Source: an optimization exercise on an open RTL-to-GDS flow (aim: small area, a short achievable clock period and few clock cycles per item). Production flows keep margins and buffers that such runs may drop.
Function was checked by simulation only, so behaviour that the tests miss may differ from the original.
Power and IR drop assume default switching activity.

== juniper ==
## dtl_hdr_codec
module dtl_hdr_codec (
    input  wire         clk,
    input  wire         rst,
    input  wire         cmd_valid,
    output wire         cmd_ready,
    input  wire         cmd_op,        
    input  wire         cmd_scr_en,    
    input  wire [11:0]  b_plen,
    input  wire [11:0]  b_seq,
    input  wire [3:0]   b_mod,
    input  wire [3:0]   b_fec,
    input  wire [7:0]   b_flen,
    input  wire [7:0]   b_cwid,
    input  wire [13:0]  b_off,
    input  wire [13:0]  b_short,
    input  wire [3:0]   b_emod,
    input  wire [3:0]   b_efec,
    input  wire [767:0] hdr_in,
    output wire         res_valid,
    output wire [95:0]  hdr_out,       
    output wire         res_ok,        
    output wire [11:0]  r_plen,
    output wire [11:0]  r_seq,
    output wire [3:0]   r_mod,
    output wire [3:0]   r_fec,
    output wire [7:0]   r_flen,
    output wire [7:0]   r_cwid,
    output wire [13:0]  r_off,
    output wire [13:0]  r_short,
    output wire [3:0]   r_emod,
    output wire [3:0]   r_efec
);
Size in the first run: ~660 cells after synthesis, ~190 flip-flops, ~8300 µm² of cells after synthesis.
==> flow/config.mk <==
export PLATFORM = sky130hd
export DESIGN_NAME = dtl_hdr_codec
export DESIGN_NICKNAME = dtl_hdr_codec
export VERILOG_FILES = /design/flow/design.v
export SDC_FILE = /design/flow/constraint.sdc
export NUM_CORES = 4
export LEC_CHECK = 0
export CAP_MARGIN = 20
export CORE_AREA = 10 10 290 290
export DIE_AREA = 0 0 300 300
export PLACE_DENSITY = 0.7
export SETUP_SLACK_MARGIN = 2.9
export SLEW_MARGIN = 20
export SYNTH_HIERARCHICAL = 1
export SYNTH_MINIMUM_KEEP_SIZE = 0
export TNS_END_PERCENT = 30
==> flow/constraint.sdc <==
create_clock -name core_clock -period 5.0 [get_ports {clk}]
set_input_delay 1.0000 -clock core_clock [delete_from_list [all_inputs] [get_ports {clk}]]
set_output_delay 1.0000 -clock core_clock [all_outputs]
set_load 0.01 [all_outputs]
standard.sh (not shown) runs the stock make flow with config.mk's settings and CLKGATE_MAP_FILE= SYNTH_SCRIPT=/design/flow/synth_recipe.tcl, a recipe that flattens the netlist after the stock synthesis.
==> flow/flow/run.sh <==
#!/bin/bash
# The standard layout, with two changes to how the cells are sized:
#  - the port buffers are made from the smallest buffer cell (buf_1);
#  - the pins of each header bit sit side by side (flow/io.tcl);
#  - clock tree synthesis adds no dummy loads;
#  - the port buffers of the CRC and check outputs are buf_4 (flow/outbuf.tcl);
#  - after floorplan, every combinational cell is set to the smallest drive
#    strength of its footprint, so that the later timing repair sizes up
#    only what the timing needs.
# Each tool's output goes to a log of its own in the work folder.
set -euo pipefail
cd "$(dirname "$0")/.."
W=$PWD
R=$W/orfs/results/${FLOW_PLATFORM:-sky130hd}/dtl_hdr_codec/base
PB="BUFFER_PORTS_ARGS=-buffer_cell sky130_fd_sc_hd__buf_1"
IO="PRE_IO_PLACEMENT_TCL=$W/flow/io.tcl"
CTS="CTS_ARGS=-sink_clustering_enable -repair_clock_nets -dont_use_dummy_load"
bash standard.sh "$PB" "$IO" floorplan > flow_make_floorplan.log 2>&1
RESULTS=$R openroad -no_init -exit flow/downsize.tcl > flow_downsize.log 2>&1
bash standard.sh "$PB" "$IO" place > flow_make_place.log 2>&1
RESULTS=$R openroad -no_init -exit flow/outbuf.tcl > flow_outbuf.log 2>&1
bash standard.sh "$PB" "$IO" "$CTS" finish > flow_make_finish.log 2>&1
==> flow/flow/outbuf.tcl <==
# Give the output ports fed from the CRC / check registers a buf_4 as their
# port buffer (buffer_ports made them buf_1): those registers sit by the CRC
# network, far from their pins.
set lib $::env(FLOW_HOME)/platforms/sky130hd/lib/sky130_fd_sc_hd__tt_025C_1v80.lib
read_liberty $lib
read_db $::env(RESULTS)/3_place.odb
set db [ord::get_db]
set block [ord::get_db_block]
set m4 [$db findMaster sky130_fd_sc_hd__buf_4]
set ports {res_ok}
for {set k 88} {$k < 96} {incr k} { lappend ports "hdr_out\[$k\]" }
foreach p $ports {
  set bt [$block findBTerm $p]
  if {$bt == "NULL"} { continue }
  set net [$bt getNet]
  foreach it [$net getITerms] {
    set inst [$it getInst]
    set mn [[$inst getMaster] getName]
    if {[$it isOutputSignal] && [string match "sky130_fd_sc_hd__buf_*" $mn]} {
      puts "upsize [$inst getName] $mn -> sky130_fd_sc_hd__buf_4 (drives $p)"
      $inst swapMaster $m4
    }
  }
}
write_db $::env(RESULTS)/3_place.odb
Other scripts of this flow, unchanged in this note and not shown: flow/flow/downsize.tcl, flow/flow/io.tcl
Testbench counts of juniper, summed over its fixed seeds: cycles 976, items 960.
Input-level comparison between willow and juniper:
==> flow/flow/run.sh <==
#!/bin/bash
# The standard layout, with two changes to how the cells are sized:
#  - the port buffers are made from the smallest buffer cell (buf_1);
#  - the pins of each header bit sit side by side (flow/io.tcl);
#  - clock tree synthesis uses clkbuf_8 and adds no dummy loads;
#  - after floorplan, every combinational cell is set to the smallest drive
#    strength of its footprint, so that the later timing repair sizes up
#    only what the timing needs.
# Each tool's output goes to a log of its own in the work folder.
set -euo pipefail
cd "$(dirname "$0")/.."
W=$PWD
R=$W/orfs/results/${FLOW_PLATFORM:-sky130hd}/dtl_hdr_codec/base
PB="BUFFER_PORTS_ARGS=-buffer_cell sky130_fd_sc_hd__buf_1"
IO="PRE_IO_PLACEMENT_TCL=$W/flow/io.tcl"
CTS="CTS_ARGS=-sink_clustering_enable -repair_clock_nets -dont_use_dummy_load -buf_list sky130_fd_sc_hd__clkbuf_8"
bash standard.sh "$PB" "$IO" floorplan > flow_make_floorplan.log 2>&1
RESULTS=$R openroad -no_init -exit flow/downsize.tcl > flow_downsize.log 2>&1
bash standard.sh "$PB" "$IO" "$CTS" finish > flow_make_finish.log 2>&1
diff --git a/flow/config.mk b/flow/config.mk
--- a/flow/config.mk
+++ b/flow/config.mk
@@ -9,5 +9,4 @@
 export CORE_AREA = 10 10 290 290
 export DIE_AREA = 0 0 300 300
-export PLACE_DENSITY = 0.7
 export SETUP_SLACK_MARGIN = 2.9
 export SLEW_MARGIN = 20
removed: flow/flow/outbuf.tcl
- The total cell area at the placement stage was comparable across juniper and willow.
- willow reports a higher final setup slack of the worst path than juniper does.
- [willow] final standard cell area without fillers rose 5.2% relative to juniper
- Between willow and juniper, it is willow whose worst hold slack is lower, by 0.012 ns.
- Area of the multi-input gates in willow is about 7% above juniper.
- willow: internal power consumption 44 µW below juniper
#### Input delta (amber over willow)
diff --git a/flow/flow/run.sh b/flow/flow/run.sh
--- a/flow/flow/run.sh
+++ b/flow/flow/run.sh
@@ -3,5 +3,5 @@
 #  - the port buffers are made from the smallest buffer cell (buf_1);
 #  - the pins of each header bit sit side by side (flow/io.tcl);
-#  - clock tree synthesis uses clkbuf_8 and adds no dummy loads;
+#  - clock tree synthesis adds no dummy loads;
 #  - after floorplan, every combinational cell is set to the smallest drive
 #    strength of its footprint, so that the later timing repair sizes up
@@ -14,5 +14,5 @@
 PB="BUFFER_PORTS_ARGS=-buffer_cell sky130_fd_sc_hd__buf_1"
 IO="PRE_IO_PLACEMENT_TCL=$W/flow/io.tcl"
-CTS="CTS_ARGS=-sink_clustering_enable -repair_clock_nets -dont_use_dummy_load -buf_list sky130_fd_sc_hd__clkbuf_8"
+CTS="CTS_ARGS=-sink_clustering_enable -repair_clock_nets -dont_use_dummy_load"
 bash standard.sh "$PB" "$IO" floorplan > flow_make_floorplan.log 2>&1
 RESULTS=$R openroad -no_init -exit flow/downsize.tcl > flow_downsize.log 2>&1
diff --git a/flow/config.mk b/flow/config.mk
--- a/flow/config.mk
+++ b/flow/config.mk
@@ -9,5 +9,5 @@
 export CORE_AREA = 10 10 290 290
 export DIE_AREA = 0 0 300 300
-export SETUP_SLACK_MARGIN = 2.9
+export SETUP_SLACK_MARGIN = 2.85
 export SLEW_MARGIN = 20
 export SYNTH_HIERARCHICAL = 1
Results
amber vs. willow: via count of the first global-routing pass decreased 1.3%, non-clock buffer count held steady, power in the clock group picked up an extra 40%.
## Diff of input files: nickel against amber
==> flow/flow/run.sh <==
#!/bin/bash
# The standard layout, with two changes to how the cells are sized:
#  - the port buffers are made from the smallest buffer cell (buf_1);
#  - the pins of each header bit sit side by side (flow/io.tcl);
#  - after floorplan, every combinational cell is set to the smallest drive
#    strength of its footprint, so that the later timing repair sizes up
#    only what the timing needs.
# Each tool's output goes to a log of its own in the work folder.
set -euo pipefail
cd "$(dirname "$0")/.."
W=$PWD
R=$W/orfs/results/${FLOW_PLATFORM:-sky130hd}/dtl_hdr_codec/base
PB="BUFFER_PORTS_ARGS=-buffer_cell sky130_fd_sc_hd__buf_1"
IO="PRE_IO_PLACEMENT_TCL=$W/flow/io.tcl"
bash standard.sh "$PB" "$IO" floorplan > flow_make_floorplan.log 2>&1
RESULTS=$R openroad -no_init -exit flow/downsize.tcl > flow_downsize.log 2>&1
bash standard.sh "$PB" "$IO" finish > flow_make_finish.log 2>&1
diff --git a/flow/config.mk b/flow/config.mk
--- a/flow/config.mk
+++ b/flow/config.mk
@@ -9,5 +9,5 @@
 export CORE_AREA = 10 10 290 290
 export DIE_AREA = 0 0 300 300
-export SETUP_SLACK_MARGIN = 2.85
+export SETUP_SLACK_MARGIN = 3.05
 export SLEW_MARGIN = 20
 export SYNTH_HIERARCHICAL = 1
Results
nickel did not stop at any stage, and its layout met the timing, design-rule and antenna checks. Delta (nickel minus amber): I/O pin count was more or less identical, proportion of cell area occupied by registers has decreased, routed wire length moved up, power after layout shows an increase of 9.4%, portion of total power attributed to sequential cells decreased by 2.5 points relative to the old numbers. In nickel the number of filler cells placed in the layout turned out about 1.2% lower than in amber. In the metrics for nickel and amber, the one carrying the higher setup fix buffers added after clock tree synthesis is nickel. nickel vs amber: leakage power figure up by more than 10%. Relative to amber, met3 routed wirelength has increased by about 23% in nickel. In the tables for nickel and amber, first-pass GRT wire length reads higher with nickel.

-- static timing again, ports no longer ideal --
No port has a modelled driver above. Below, the same layouts with a new extraction and two added sets of constraints.
Step 1 sets driving cells, clkbuf_16 on the clock port and buf_2 on the other inputs (assumed; they add their load-dependent delay and slew).
Step 2 moves the port delays by t, midway between the first and last clock arrival at a register: inputs arrive t later, outputs are due t later. That takes back most of the time a late clock gives input paths.
a / b / c = ideal / step 1 / step 2; a / b = the first two.
run	shift t [ns]	setup slack, ns	worst setup path at the end	slew at the worst register clock pin (ns)	cell pins on the clock port's net
juniper	0.520	2.813 / 2.813 / 2.417	input to register	0.08 / 0.08	1
willow	0.578	2.830 / 2.830 / 2.463	input to register	0.11 / 0.11	1
amber	0.526	2.833 / 2.782 / 2.463	input to register	0.08 / 0.08	1
nickel	0.530	2.814 / 2.814 / 2.599	input to register	0.08 / 0.08	1
After both steps every run listed still meets setup and hold. The setup slack of juniper, which loses most, moves by 0.000 ns with the drivers and by -0.396 ns with both steps.
